Background: an optimization exercise with open tools, aiming at small area, a short achievable clock period and few clock cycles. Do not read the settings as production practice. Where RTL was checked, it was by simulation tests only, not by an equivalence proof against the original.

==> flow/design.v (excerpt) <==
module fzac_coder (
    input  wire        clk,
    input  wire        rst,
    input  wire        cmd_valid,
    output wire        cmd_ready,
    input  wire [7:0]  cmd_op,
    input  wire [31:0] cmd_a0,
    input  wire [31:0] cmd_a1,
    input  wire [31:0] cmd_a2,
    output reg         rsp_valid,
    output reg  [2:0]  rsp_err,
    output reg  [31:0] rsp_res,
    output wire        out_valid,
    input  wire        out_ready,
    output wire [7:0]  out_data,
    input  wire        in_valid,
    output wire        in_ready,
    input  wire [7:0]  in_data,
    input  wire        in_end
);
    localparam [7:0] OP_NOP          = 8'h00;
    localparam [7:0] OP_SOFT_RESET   = 8'h01;
    localparam [7:0] OP_ENC_START    = 8'h10;
    localparam [7:0] OP_ENC_INTERVAL = 8'h11;
    localparam [7:0] OP_ENC_CLOSE    = 8'h12;
    localparam [7:0] OP_DEC_START    = 8'h20;
    localparam [7:0] OP_DEC_COUNT    = 8'h21;
    localparam [7:0] OP_DEC_REMOVE   = 8'h22;
    localparam [2:0] E_OK       = 3'd0;
    localparam [2:0] E_ILLEGAL  = 3'd1;
    localparam [2:0] E_PROTOCOL = 3'd2;
    localparam [2:0] E_INTERVAL = 3'd3;
    localparam [2:0] E_DESYNC   = 3'd4;
    localparam [26:0] TOP_VALUE     = 27'h7FFFFFF;
    localparam [1:0] M_IDLE = 2'd0;
    localparam [1:0] M_ENC  = 2'd1;
    localparam [1:0] M_DEC  = 2'd2;
    localparam [3:0] S_IDLE    = 4'd0;
    localparam [3:0] S_ITER    = 4'd1;
    localparam [3:0] S_FIN     = 4'd2;
    localparam [3:0] S_FIN2    = 4'd3;
    localparam [3:0] S_FOLLOW  = 4'd5;
  ...
Size in the first run: roughly 7,200 cells after synthesis, roughly 450 flip-flops, about 170 I/O pins, roughly 46,000 um2 of cells after synthesis.
==> flow/config.mk <==
export PLATFORM = sky130hd
export DESIGN_NAME = fzac_coder
export DESIGN_NICKNAME = fzac_coder
export VERILOG_FILES = /design/flow/design.v
export SDC_FILE = /design/flow/constraint.sdc
export NUM_CORES = 4
export LEC_CHECK = 0
export ABC_AREA = 1
export CAP_MARGIN = 20
export CORE_MARGIN = 2
export CORE_UTILIZATION = 55
export SLEW_MARGIN = 20
==> flow/constraint.sdc <==
create_clock -name core_clock -period 13.0 [get_ports {clk}]
set_input_delay 2.6000 -clock core_clock [delete_from_list [all_inputs] [get_ports {clk}]]
set_output_delay 2.6000 -clock core_clock [all_outputs]
set_load 0.01 [all_outputs]
standard.sh (not shown) runs the stock make flow with config.mk's settings and CLKGATE_MAP_FILE= SYNTH_SCRIPT=/design/flow/synth_recipe.tcl, a recipe that flattens the netlist after the stock synthesis.
==> flow/flow/run.sh <==
#!/bin/bash
# The standard layout, with ORFS timing repair aimed below the clock
# constraint (the SDC keeps the design's period) so the achieved period drops.
set -uo pipefail
MARGIN=8.5
bash standard.sh SETUP_SLACK_MARGIN=$MARGIN TNS_END_PERCENT=100 finish > make_finish.log 2>&1
The baseline went through all stages and came out clean.
Testbench counts at the start, summed over its fixed seeds: cycles 341,846.
Rerun with:
Settings changed: CORE_UTILIZATION 55 to 40.
Result: The new run completed without violations. Register-to-register slack gets worse by 0.04 ns. Core utilization decreases by 17 points. Routed wire length grows by a few percent. Critical path depth stays the same.

========
Setup of alpha:
fzac_coder, a different RTL version from the one above (not shown whole).
Size: about 7100 cells after synthesis, ~170 I/O pins, ~47000 sq um of cells after synthesis.
Settings: LEC_CHECK=0, ABC_AREA=1, CAP_MARGIN=20, CORE_MARGIN=2, CORE_UTILIZATION=40, SLEW_MARGIN=20; clock period 13.0 ns.
==> flow/flow/run.sh <==
#!/bin/bash
# The standard layout, with two changes to how it is made (the SDC keeps
# the design's period and I/O constraints):
#  - ORFS timing repair aims below the clock constraint, so the achieved
#    period drops;
#  - ports are buffered with a plain buffer instead of the default delay cell.
set -uo pipefail
bash standard.sh SETUP_SLACK_MARGIN=8.8 TNS_END_PERCENT=100 \
    "BUFFER_PORTS_ARGS=-buffer_cell sky130_fd_sc_hd__buf_2" finish > make_finish.log 2>&1
Testbench counts of alpha, summed over its fixed seeds: cycles 360,657.
diff inputs: alpha => beta
diff --git a/flow/flow/run.sh b/flow/flow/run.sh
--- a/flow/flow/run.sh
+++ b/flow/flow/run.sh
@@ -8 +8 @@
-bash standard.sh SETUP_SLACK_MARGIN=8.8 TNS_END_PERCENT=100 \
+bash standard.sh SETUP_SLACK_MARGIN=8.5 TNS_END_PERCENT=100 \
Results
beta ended up with a lower relative area change from synthesis to final layout than alpha did. Summary of beta over alpha: part of the cycle the worst path needs up 1.1 points, data arrival time of the critical path up 0.09 ns, proportion of cell area occupied by registers up 0.25 points, wire length down 1.8%. The number of vias per cell number comes out lower for beta vs alpha. A worst setup path startpoint of a2r[10] is what alpha shows, while a2r[24] belongs to beta. Re clock skew: beta is 0.0084 ns up on alpha. Looking at final non-filler cell area, beta sits about 1.4% lower than alpha does. Number of signal-net buffers in the layout is higher on alpha.

========
fzac_coder, a different RTL version from the one above (not shown whole).
Size in the first run: ~5700 cells after synthesis, about 450 flip-flops, ~170 I/O pins.
==> flow/config.mk <==
export PLATFORM = sky130hd
export DESIGN_NAME = fzac_coder
export DESIGN_NICKNAME = fzac_coder
export VERILOG_FILES = /design/flow/design.v
export SDC_FILE = /design/flow/constraint.sdc
export NUM_CORES = 4
export LEC_CHECK = 0
export CAP_MARGIN = 20
export CORE_MARGIN = 2
export CORE_UTILIZATION = 40
export SLEW_MARGIN = 20
==> flow/constraint.sdc <==
create_clock -name core_clock -period 13.0 [get_ports {clk}]
set_input_delay 2.6000 -clock core_clock [delete_from_list [all_inputs] [get_ports {clk}]]
set_output_delay 2.6000 -clock core_clock [all_outputs]
set_load 0.01 [all_outputs]
==> flow/flow/run.sh <==
#!/bin/bash
# The standard layout, with ORFS timing repair aimed below the clock
# constraint (the SDC keeps the design's period) so the achieved period drops.
set -uo pipefail
MARGIN=8.5
bash standard.sh SETUP_SLACK_MARGIN=$MARGIN TNS_END_PERCENT=100 finish > make_finish.log 2>&1
The starting point completed with no timing, DRC or antenna violations.
Testbench counts at the start, summed over its fixed seeds: cycles 365,057.
Next try:
==> flow/run.sh (new file) <==
#!/bin/bash
# synth_recipe.tcl (not shown) runs the flow's synth.tcl, then flattens the netlist and writes it again
# the make line also repeats each setting of config.mk as NAME=value (left out here)
make -C /OpenROAD-flow-scripts/flow DESIGN_CONFIG=/design/flow/config.mk WORK_HOME=/design/flow/orfs CLKGATE_MAP_FILE= SYNTH_SCRIPT=/design/flow/synth_recipe.tcl finish
removed: flow/flow/run.sh
removed: flow/standard.sh
Outcome:
- The changed run passed the timing, DRC and antenna checks
- synthesized cell count is unchanged
- via count goes down by 2.7%
- final area came out lower by 4.1%

========
before:
Another version of the RTL of fzac_coder (not shown whole).
Size: ~6000 cells after synthesis.
clock: 13.0 ns
lec_check: 0
abc_area: 1
cap_margin: 20
core_margin: 2
core_utilization: 40
slew_margin: 20
==> flow/flow/run.sh <==
#!/bin/bash
# The standard layout, with ORFS timing repair aimed below the clock
# constraint (the SDC keeps the design's period) so the achieved period drops.
set -uo pipefail
MARGIN=8.5
bash standard.sh SETUP_SLACK_MARGIN=$MARGIN TNS_END_PERCENT=100 finish > make_finish.log 2>&1
before: all stages complete, timing, DRC and antenna checks passed
Testbench counts of before, summed over its fixed seeds: cycles 365,057.
For after, these inputs were changed with respect to before:
==> flow/flow/run.sh <==
#!/bin/bash
# The standard layout, with two changes to how it is made (the SDC keeps
# the design's period and I/O constraints):
#  - ORFS timing repair aims below the clock constraint, so the achieved
#    period drops;
#  - ports are buffered with a plain buffer instead of the default delay cell.
set -uo pipefail
bash standard.sh SETUP_SLACK_MARGIN=8.5 TNS_END_PERCENT=100 \
    "BUFFER_PORTS_ARGS=-buffer_cell sky130_fd_sc_hd__buf_2" finish > make_finish.log 2>&1
==> comparison <==
after vs. before: hold slack stayed essentially flat.
Relative to before, the share of final layout cell area taken by clock buffers and inverters of after is lower by 0.17 points.
Lower worst slack at placement goes to before over after.
Diff before -> after | total length of routed wires | decrease of about 0.44%
The fraction of the cycle the final worst path needs on before is in line with that on after.
The lower setup slack came out of after.
Compared with before, after shows global routing met2 resource utilization higher by 0.49 points.

========
## oak
Another version of the RTL of fzac_coder (not shown whole).
For scale: about 450 flip-flops, about 170 I/O pins, roughly 0.043 sq mm of cells after synthesis.
export LEC_CHECK = 0
export CAP_MARGIN = 20
export CORE_MARGIN = 2
export CORE_UTILIZATION = 40
export SLEW_MARGIN = 20
create_clock -name core_clock -period 13.0 [get_ports {clk}]
==> flow/flow/run.sh <==
#!/bin/bash
# The standard layout, with ORFS timing repair aimed below the clock
# constraint (the SDC keeps the design's period) so the achieved period drops.
set -uo pipefail
MARGIN=9.0
bash standard.sh SETUP_SLACK_MARGIN=$MARGIN TNS_END_PERCENT=100 finish > make_finish.log 2>&1
Looking at the reports, oak completed the entire flow and the layout it produced met the timing, DRC and antenna checks.
### oak -> pine
Settings: setting ABC_AREA to 1 for the first time.
--- a/flow/flow/run.sh
+++ b/flow/flow/run.sh
@@ -4,3 +4,3 @@
 set -uo pipefail
-MARGIN=9.0
+MARGIN=8.5
 bash standard.sh SETUP_SLACK_MARGIN=$MARGIN TNS_END_PERCENT=100 finish > make_finish.log 2>&1
### Flow results
- No stage failed in pine, and the final checks on the layout all came back clean.
- Diff oak -> pine: area growth from synthesis to layout decreased 17 points, mux share of post-synthesis cell area down 4.5 points.
- Side by side, clock-cell share of area turned out higher in pine than in oak.
- In pine, the area share of buffers outside the clock network came out 5.7 points below the value in oak.
- [compare] base=oak new=pine: clock buffer count in the final layout -7; synthesized instance count went up.
- The simple-gate portion of the synthesized area of pine exceeds that of oak by 6.4 points.
- Summary — final critical-path share of the clock period, pine relative to oak: higher, by 0.32 points.
- Total wire length after detailed routing ends up lower on pine.
Function was not checked in any run of this note: the RTL went through the layout flow alone.

## static timing again, ports no longer ideal
In the flow no input, the clock included, has a driving cell. The finished layouts below were timed again as built, in two steps. Step 1, drivers: a clkbuf_16 drives clk and a buf_2 each remaining input, both assumed. Step 2, shift: input delay + t, output delay - t, t = (earliest + latest rising clock arrival at the registers) / 2. This alone moves slack from input paths to output paths. Three values: ideal, step 1, step 2; two values: the first two.
| run | t (ns) | slack for setup (ns) | slew at the worst register clock pin (ns) | cell pins on the clock port's net |
|---|---|---|---|---|
| the first run of note 1 | 0.729 | 8.308 / 8.308 / 7.880 | 0.07 / 0.07 | 1 |
| the second run of note 1 | 0.762 | 8.268 / 8.268 / 7.930 | 0.07 / 0.07 | 1 |
| alpha | 0.789 | 8.750 / 8.750 / 8.750 | 0.07 / 0.07 | 1 |
| beta | 0.792 | 8.613 / 8.613 / 8.613 | 0.07 / 0.07 | 1 |
| the first run of note 3 | 0.752 | 8.477 / 8.477 / 7.862 | 0.07 / 0.07 | 1 |
| the second run of note 3 | 0.772 | 6.876 / 6.876 / 6.876 | 0.07 / 0.07 | 1 |
| before | 0.754 | 8.613 / 8.602 / 8.613 | 0.07 / 0.07 | 1 |
| after | 0.764 | 8.606 / 8.606 / 8.606 | 0.07 / 0.07 | 1 |
| oak | 0.767 | 8.645 / 8.645 / 8.245 | 0.07 / 0.07 | 1 |
| pine | 0.762 | 8.604 / 8.558 / 7.879 | 0.07 / 0.07 | 1 |
After both steps setup and hold are still met in every run listed. The setup slack of pine, which loses most, moves by -0.046 ns with the drivers and by -0.725 ns with both steps.
